Background: an optimization exercise with open tools, aiming at small area. Do not read the settings as production practice. Only the layout flow was run in this run; the RTL was not checked for function there. Power figures rest on the tool's default switching activity, not on a simulated workload.

[run.sh]
#!/bin/bash
# synth_recipe.tcl (not shown) runs the flow's synth.tcl, then flattens the netlist and writes it again
# the make line also repeats each setting of config.mk as NAME=value (left out here)
make -C /OpenROAD-flow-scripts/flow DESIGN_CONFIG=/design/flow/config.mk WORK_HOME=/design/flow/orfs CLKGATE_MAP_FILE= SYNTH_SCRIPT=/design/flow/synth_recipe.tcl finish
[design.v]
module reflow_link (
    input  wire        clk,
    input  wire        rst,
    input  wire        rx_valid,
    input  wire [7:0]  rx_data,
    output wire        rx_ready,
    input  wire        cmd_valid,
    input  wire [3:0]  cmd_op,
    input  wire [63:0] cmd_arg,
    output wire        cmd_ready,
    output reg         resp_valid,
    output reg  [1:0]  resp_err,
    output reg  [32:0] resp_data,
    output reg  [6:0]  resp_count,
    output wire        tx_valid,
    output wire [7:0]  tx_data,
    output reg         telem_valid,
    output wire [7:0]  telem_mode,
    output wire [7:0]  telem_runmode,
    output wire [7:0]  telem_stage,
    output wire        telem_fan,
    output wire        telem_lamp,
    output wire [31:0] telem_temp1,
    output wire [31:0] telem_temp2,
    output wire [2:0]  telem_err
);
    localparam integer C = 64;            
    localparam [7:0] MARK1 = 8'hFA;
    localparam [7:0] MARK2 = 8'hAF;
    localparam [1:0] RS_SEEK1 = 2'd0;
    localparam [1:0] RS_SEEK2 = 2'd1;
    localparam [1:0] RS_ACC   = 2'd2;
    localparam [3:0] OP_SENDMODE   = 4'd1;
    localparam [3:0] OP_SENDPROF   = 4'd2;
    localparam [3:0] OP_WCLEAR     = 4'd3;
    localparam [3:0] OP_WSNAP      = 4'd4;
    localparam [3:0] OP_SCUR       = 4'd5;
    localparam [3:0] OP_CONNECT    = 4'd6;
    localparam [3:0] OP_DISCONNECT = 4'd7;
    localparam [1:0] ERR_OK       = 2'd0;
    localparam [1:0] ERR_NOTCONN  = 2'd2;
    localparam [1:0] ERR_RESERVED = 2'd3;
    reg        link;
    reg [1:0]  rs;
    reg [3:0]  cnt;
    reg [7:0]  acc [0:12];
    reg        s_valid;
    reg [7:0]  s_mode, s_runmode, s_stage;
    reg        s_fan, s_lamp;
    reg [6:0]  wcnt;
    reg [32:0] win [0:C-1];
    reg [87:0] tx_shift;
    reg [3:0]  tx_left;
    wire tx_busy  = (tx_left != 4'd0);
    assign cmd_ready = !tx_busy;
    wire cmd_fire = cmd_valid && cmd_ready;
    assign rx_ready  = !cmd_fire;
    wire rx_fire  = rx_valid && rx_ready;
    wire new_conn = cmd_fire && (cmd_op == OP_CONNECT || cmd_op == OP_DISCONNECT);
    wire rx_live = rx_fire && link;
    wire commit  = rx_live && (rs == RS_ACC) && (cnt == 4'd12);
    wire [31:0] frame_temp1 = {acc[8], acc[7], acc[6], acc[5]};
    wire [31:0] frame_temp2 = {rx_data, acc[11], acc[10], acc[9]};
    wire [32:0] sample      = {1'b0, frame_temp1} + {1'b0, frame_temp2};
    assign telem_mode    = acc[0];
    assign telem_runmode = acc[1];
    assign telem_stage   = acc[2];
    assign telem_fan     = (acc[3] != 8'd0);
    assign telem_lamp    = (acc[4] != 8'd0);
    assign telem_temp1   = {acc[8], acc[7], acc[6], acc[5]};
    assign telem_temp2   = {acc[12], acc[11], acc[10], acc[9]};
    assign telem_err     = {acc[2] > 8'd5, acc[1] > 8'd2, acc[0] > 8'd3};
    always @(posedge clk) begin
        if (rst)
            link <= 1'b0;
        else if (cmd_fire && cmd_op == OP_CONNECT)
            link <= 1'b1;
        else if (cmd_fire && cmd_op == OP_DISCONNECT)
            link <= 1'b0;
    end
    always @(posedge clk) begin
        if (rst || new_conn) begin
            rs  <= RS_SEEK1;
            cnt <= 4'd0;
        end else if (rx_live) begin
            case (rs)
                RS_SEEK1: begin
                    if (rx_data == MARK1)
                        rs <= RS_SEEK2;
                end
                RS_SEEK2: begin
                    if (rx_data == MARK2)
                        rs <= RS_ACC;
                    else if (rx_data != MARK1)
                        rs <= RS_SEEK1;
                end
                default: begin
                    if (cnt == 4'd12) begin
                        rs  <= RS_SEEK1;
                        cnt <= 4'd0;
                    end else begin
                        cnt <= cnt + 4'd1;
                    end
                end
            endcase
        end
    end
    always @(posedge clk) begin
        if (rx_live && rs == RS_ACC)
            acc[cnt] <= rx_data;
    end
    always @(posedge clk) begin
        if (rst)
            telem_valid <= 1'b0;
        else
            telem_valid <= commit;
    end
    always @(posedge clk) begin
        if (rst || new_conn) begin
            s_valid <= 1'b0;
        end else if (commit) begin
            s_valid <= 1'b1;
        end
    end
    always @(posedge clk) begin
        if (commit) begin
            s_mode    <= acc[0];
            s_runmode <= acc[1];
            s_stage   <= acc[2];
            s_fan     <= (acc[3] != 8'd0);
            s_lamp    <= (acc[4] != 8'd0);
        end
    end
    wire wclear = cmd_fire && cmd_op == OP_WCLEAR;
    always @(posedge clk) begin
        if (rst || new_conn || wclear)
            wcnt <= 7'd0;
        else if (commit && wcnt != C)
            wcnt <= wcnt + 7'd1;
    end
    integer i;
    always @(posedge clk) begin
        if (commit) begin
            if (wcnt == C) begin
                for (i = 0; i < C - 1; i = i + 1)
                    win[i] <= win[i + 1];
                win[C - 1] <= sample;
            end else begin
                win[wcnt[5:0]] <= sample;
            end
        end
    end
    wire [7:0] snap_index = cmd_arg[7:0];
    always @(posedge clk) begin
        if (rst) begin
            resp_valid <= 1'b0;
            resp_err   <= ERR_OK;
            resp_data  <= 33'd0;
            resp_count <= 7'd0;
        end else begin
            resp_valid <= cmd_fire;
            if (cmd_fire) begin
                resp_err   <= ERR_OK;
                resp_data  <= 33'd0;
                resp_count <= 7'd0;
                case (cmd_op)
                    OP_SENDMODE, OP_SENDPROF: begin
                        if (!link)
                            resp_err <= ERR_NOTCONN;
                    end
                    OP_WCLEAR, OP_CONNECT, OP_DISCONNECT: begin
                    end
                    OP_WSNAP: begin
                        resp_count <= wcnt;
                        if ({1'b0, snap_index} < {2'b00, wcnt})
                            resp_data <= win[snap_index[5:0]];
                    end
                    OP_SCUR: begin
                        if (s_valid)
                            resp_data <= {6'd0, 1'b1, s_lamp, s_fan,
                                          s_stage, s_runmode, s_mode};
                    end
                    default: begin
                        resp_err <= ERR_RESERVED;
                    end
                endcase
            end
        end
    end
    assign tx_valid = tx_busy;
    assign tx_data  = tx_shift[87:80];
    always @(posedge clk) begin
        if (rst) begin
            tx_left  <= 4'd0;
            tx_shift <= 88'd0;
        end else if (cmd_fire && link && cmd_op == OP_SENDMODE) begin
            tx_left  <= 4'd5;
            tx_shift <= {MARK1, MARK2, 8'h01, cmd_arg[7:0], cmd_arg[15:8], 48'd0};
        end else if (cmd_fire && link && cmd_op == OP_SENDPROF) begin
            tx_left  <= 4'd11;
            tx_shift <= {MARK1, MARK2, 8'h02,
                         cmd_arg[7:0],   cmd_arg[15:8],  cmd_arg[23:16], cmd_arg[31:24],
                         cmd_arg[39:32], cmd_arg[47:40], cmd_arg[55:48], cmd_arg[63:56]};
        end else if (tx_busy) begin
            tx_left  <= tx_left - 4'd1;
            tx_shift <= {tx_shift[79:0], 8'd0};
        end
    end
endmodule
[config.mk]
export PLATFORM = sky130hd
export DESIGN_NAME = reflow_link
export DESIGN_NICKNAME = reflow_link
export VERILOG_FILES = /design/flow/design.v
export SDC_FILE = /design/flow/constraint.sdc
export NUM_CORES = 4
export LEC_CHECK = 0
export CAP_MARGIN = 20
export CORE_MARGIN = 2
export CORE_UTILIZATION = 40
export PLACE_DENSITY = 0.6
export SLEW_MARGIN = 20
[constraint.sdc]
create_clock -name core_clock -period 10.0 [get_ports {clk}]
set_input_delay 2.0000 -clock core_clock [delete_from_list [all_inputs] [get_ports {clk}]]
set_output_delay 2.0000 -clock core_clock [all_outputs]
set_load 0.01 [all_outputs]
==> results.txt <==
[state kept, by name, summed over array words and instances (netlist names), 2 cells and up]
register / flops
s_runmode: 8
tx_left: 4
tx_shift: 88
cnt: 4
s_stage: 8
win: 2112
resp_err: 2
wcnt: 7
acc: 104
resp_data: 33
resp_count: 7
s_mode: 8
rs: 2
[power groups by stage]
stage | clock network, W | logic (W) | registers [W]
3_3_place_gp | 0 | 0.00136 | 0.0111
6_report | 0.00988 | 0.00142 | 0.0108
5_1_grt | 0.0103 | 0.00146 | 0.0108
4_1_cts | 0.00995 | 0.00138 | 0.0108
3_5_place_dp | 0 | 0.00137 | 0.0111
2_1_floorplan | 0 | 0.000790 | 0.0110
[cells in the mapped netlist, drive strengths merged (8+ instances only)]
cell       n
a211oi    22
a21o      10
a21oi    181
a221o     29
a221oi   149
a22oi     78
a311o      8
a311oi    47
a31oi    111
and2      22
and3      20
buf      197
clkbuf   781
dfxtp    151
edfxtp  2242
ha        45
inv       62
mux2      11
mux2i    321
mux4     395
nand2   2618
nand2b    22
nand3    245
nand4      8
nor2     265
nor2b     15
nor3     113
nor4      19
o211ai   124
o21a      12
o21ai   2026
o22ai     11
o31ai     77
or2        8
xnor2     19
xor2      10
[through the flow]
step                hold slack (ns)  instance area [sq um]  utilization, %  cells  total power (W)
finish                        0.458                 133000            45.2  14500           0.0221
global route                  0.483                 133000            45.2  14400           0.0226
CTS                           0.458                 133000            45.2  14400           0.0222
detailed placement            0.446                 124000            42.3  14000           0.0124
global placement              0.441                 124000            42.3  14000           0.0124
floorplan                     0.432                 118000               -  10500           0.0118
[final cells by class]
cell class                 instances  area share (%)
antenna                           15          0.0282
timing repair buffer             479            3.27
tap                             3919            3.68
multi-input combinational       7111            33.6
clock inverter                   134           0.900
inverter                          66           0.191
clock buffer                     344            5.51
sequential                      2393            52.8
[metal layers]
layer / wire length [microns] / part of all wire, % / track usage [%] / vias to the layer above
li1: - / - / - / 38700
met1: 162000 / 38 / 35.2 / 45200
met2: 197000 / 46 / 43.9 / 4910
met3: 42100 / 9.8 / 6.68 / 1135
met4: 27200 / 6.4 / 15.4 / 20
met5: 170 / 0.040 / 0.142 / -
[final timing paths]
| check | slack, ns | endpoint | start | cells after the start |
|---|---|---|---|---|
| max reg2reg | 4.64 | win[55][31] | tx_left[0] | 10 |
| min | 0.46 | tx_shift[61] | tx_shift[61] | 2 |
| min reg2reg | 0.46 | tx_shift[61] | tx_shift[61] | 2 |
| max | 3.75 | win[55][31] | cmd_valid | 9 |
[worst max-delay path, stage by stage]
cell	delay (ns)
clkdlybuf4s50_1	0.43
and3_1	0.33
inv_2	0.34
nand3_4	0.22
nor3_4	0.80
nor3b_4	1.08
nand2_2	0.92
a221oi_1	0.56
o211ai_1	0.16
[cell families (layout without fill, tap and decap cells)]
logic type / Yosys count / after routing / share of synthesized area, %
simple gates: 3378 / 3378 / 11.4
other cells: 0 / 15 / 0
flops: 2393 / 2393 / 59.4
compound gates: 2930 / 2930 / 14.4
mux: 727 / 727 / 10.3
fa+ha+maj: 47 / 47 / 0.501
buf+inv: 1044 / 1023 / 3.69
xor+xnor: 29 / 29 / 0.221
==> results.sh <==
export IMPL_startpoint_type="input pin"
export IMPL_cp_arrival_ns=6.84
export IMPL_clock_root_buffer="clkbuf_16"
export IMPL_swShare_pct=23.9
export IMPL_drive_gt1_share_pct=12.4
export IMPL_grt_max_degree=93
export IMPL_min_path_type="flop to flop"
export IMPL_ctsHoldBuffers=0
export IMPL_final_cell_mix="2566 x nand2_1, 2242 x edfxtp_1, 2018 x o21ai_0"
export IMPL_gp_congestion=1.03
export IMPL_p_leak_nw=47.2
export IMPL_ys_ff_latch=2393
export IMPL_die_w_microns=548
export IMPL_cts_resized=0
export IMPL_dr_first_iter_drc_count=12200
export IMPL_multi_input_area_sq_mm=0.0447
export IMPL_routed_wirelength_microns=428000
export IMPL_fillers=27000
export IMPL_yosysWarnings=1
export IMPL_core_sq_mm=0.294
export IMPL_postCtsSetupBuffers=0
export IMPL_relSlewSlack_pct=7.96
export IMPL_cts_sinks=2393
export IMPL_place_ws_ns=3.06
export IMPL_cts_tree="done"
export IMPL_status="complete, no violations"
export IMPL_fin_skew_ns=0.0779
export IMPL_pwr_share_clk_pct=44.6
export IMPL_finalSetupTns_ns=0
export IMPL_cp_max_fo=64
export IMPL_clk_latency_ns=0.90
export IMPL_p_int_w=0.0168
export IMPL_yosysTopAreaCell="edfxtp_1"
export IMPL_cts_buffers=272
export IMPL_rows=199
export IMPL_power_switching_w=0.00529
export IMPL_syn_area_sq_mm=0.118
export IMPL_cp_end_kind="flop"
export IMPL_pwr_share_comb_pct=6.4
export IMPL_fin_crit_sh_pct=62.5
export IMPL_htreeDepth=5
export IMPL_syn_avg_cell_area_sq_um=11.2
export IMPL_syn_num_nets=10700
export IMPL_synthToLayoutAreaGrowth_pct=12.4
export IMPL_gr_total_overflow=0
export IMPL_finalHoldViolCount=0
export IMPL_via_count=90000
export IMPL_tightestPinTransition_ns=1.38
export IMPL_synth_cells=10500
export IMPL_powerDensity_mw_per_mm2=166
export IMPL_clkTransAtPathRegs_ns=0.06
export IMPL_io_pins=228
export IMPL_fmax_ghz=0.160
export IMPL_die_area_sq_mm=0.300
export IMPL_drc_errors=0
export IMPL_final_common_cell="nand2_1"
export IMPL_synth_area_top_cells="edfxtp_1 57%, o21ai_0 8.5%, nand2_1 8.3%"
export IMPL_wire_per_inst_microns=29.6
export IMPL_grt_usage_pct=27.8
export IMPL_final_setup_worst_slack_ns=3.75
export IMPL_rsz0062_at_grt="false"
export IMPL_clk_path_buf_depth=4
export IMPL_drv_slew=0
export IMPL_synth_edff_count=2242
export IMPL_critPathKind="input pin to flop"
export IMPL_synth_top_area_share_pct=56.8
export IMPL_ys_seq_area_share_pct=59.4
export IMPL_worst_ep_required_time_ns=10.59
export IMPL_vdd_ir_drop_max_v=0.000162
export IMPL_hpwl_microns=275000
export IMPL_port_buffers=227
export IMPL_grt_pass1_wl_microns=615000
export IMPL_ant_nets=0
export IMPL_async_reset_ff_share_pct=0
export IMPL_fin_crit_ns=6.25
export IMPL_dr_pass1_iters=8
export IMPL_finalNetCount=10400
export IMPL_maxCapViolCount=0
export IMPL_finalSetupViolCount=0
export IMPL_start_util_pct=40.2
export IMPL_antenna_found_initial=31
export IMPL_synth_cell_types=81
export IMPL_seqCellArea_sq_mm=0.0703
export IMPL_die_h_microns=548
export IMPL_grt_pass1_vias=86300
export IMPL_detail_route_vias_per_cell=6.22
export IMPL_p_seq_share_pct=49.0
export IMPL_ys_flop_type="edfxtp_1"

-- re-timing with driven ports --
How much do the figures lean on ideal ports? The routed layout below was timed once more, with nothing changed but the port constraints.
Step 1, drivers: a clkbuf_16 drives clk and a buf_2 each remaining input, both assumed.
Step 2 also shifts input and output timing later by t, the mid clock arrival at the registers, as if the neighbouring blocks saw the same clock.
a / b / c = no drivers / after step 1 / after step 2; a / b = the first two.
t, ns: 0.977
setup slack, ns: 3.746 / 3.831 / 2.854
worst hold slack (ns): 0.458 / 0.458 / 0.458
cell pins on the clock port's net: 1
After both steps this run still meets setup and hold. The setup slack of this run moves by +0.085 ns with the drivers and by -0.892 ns with both steps.
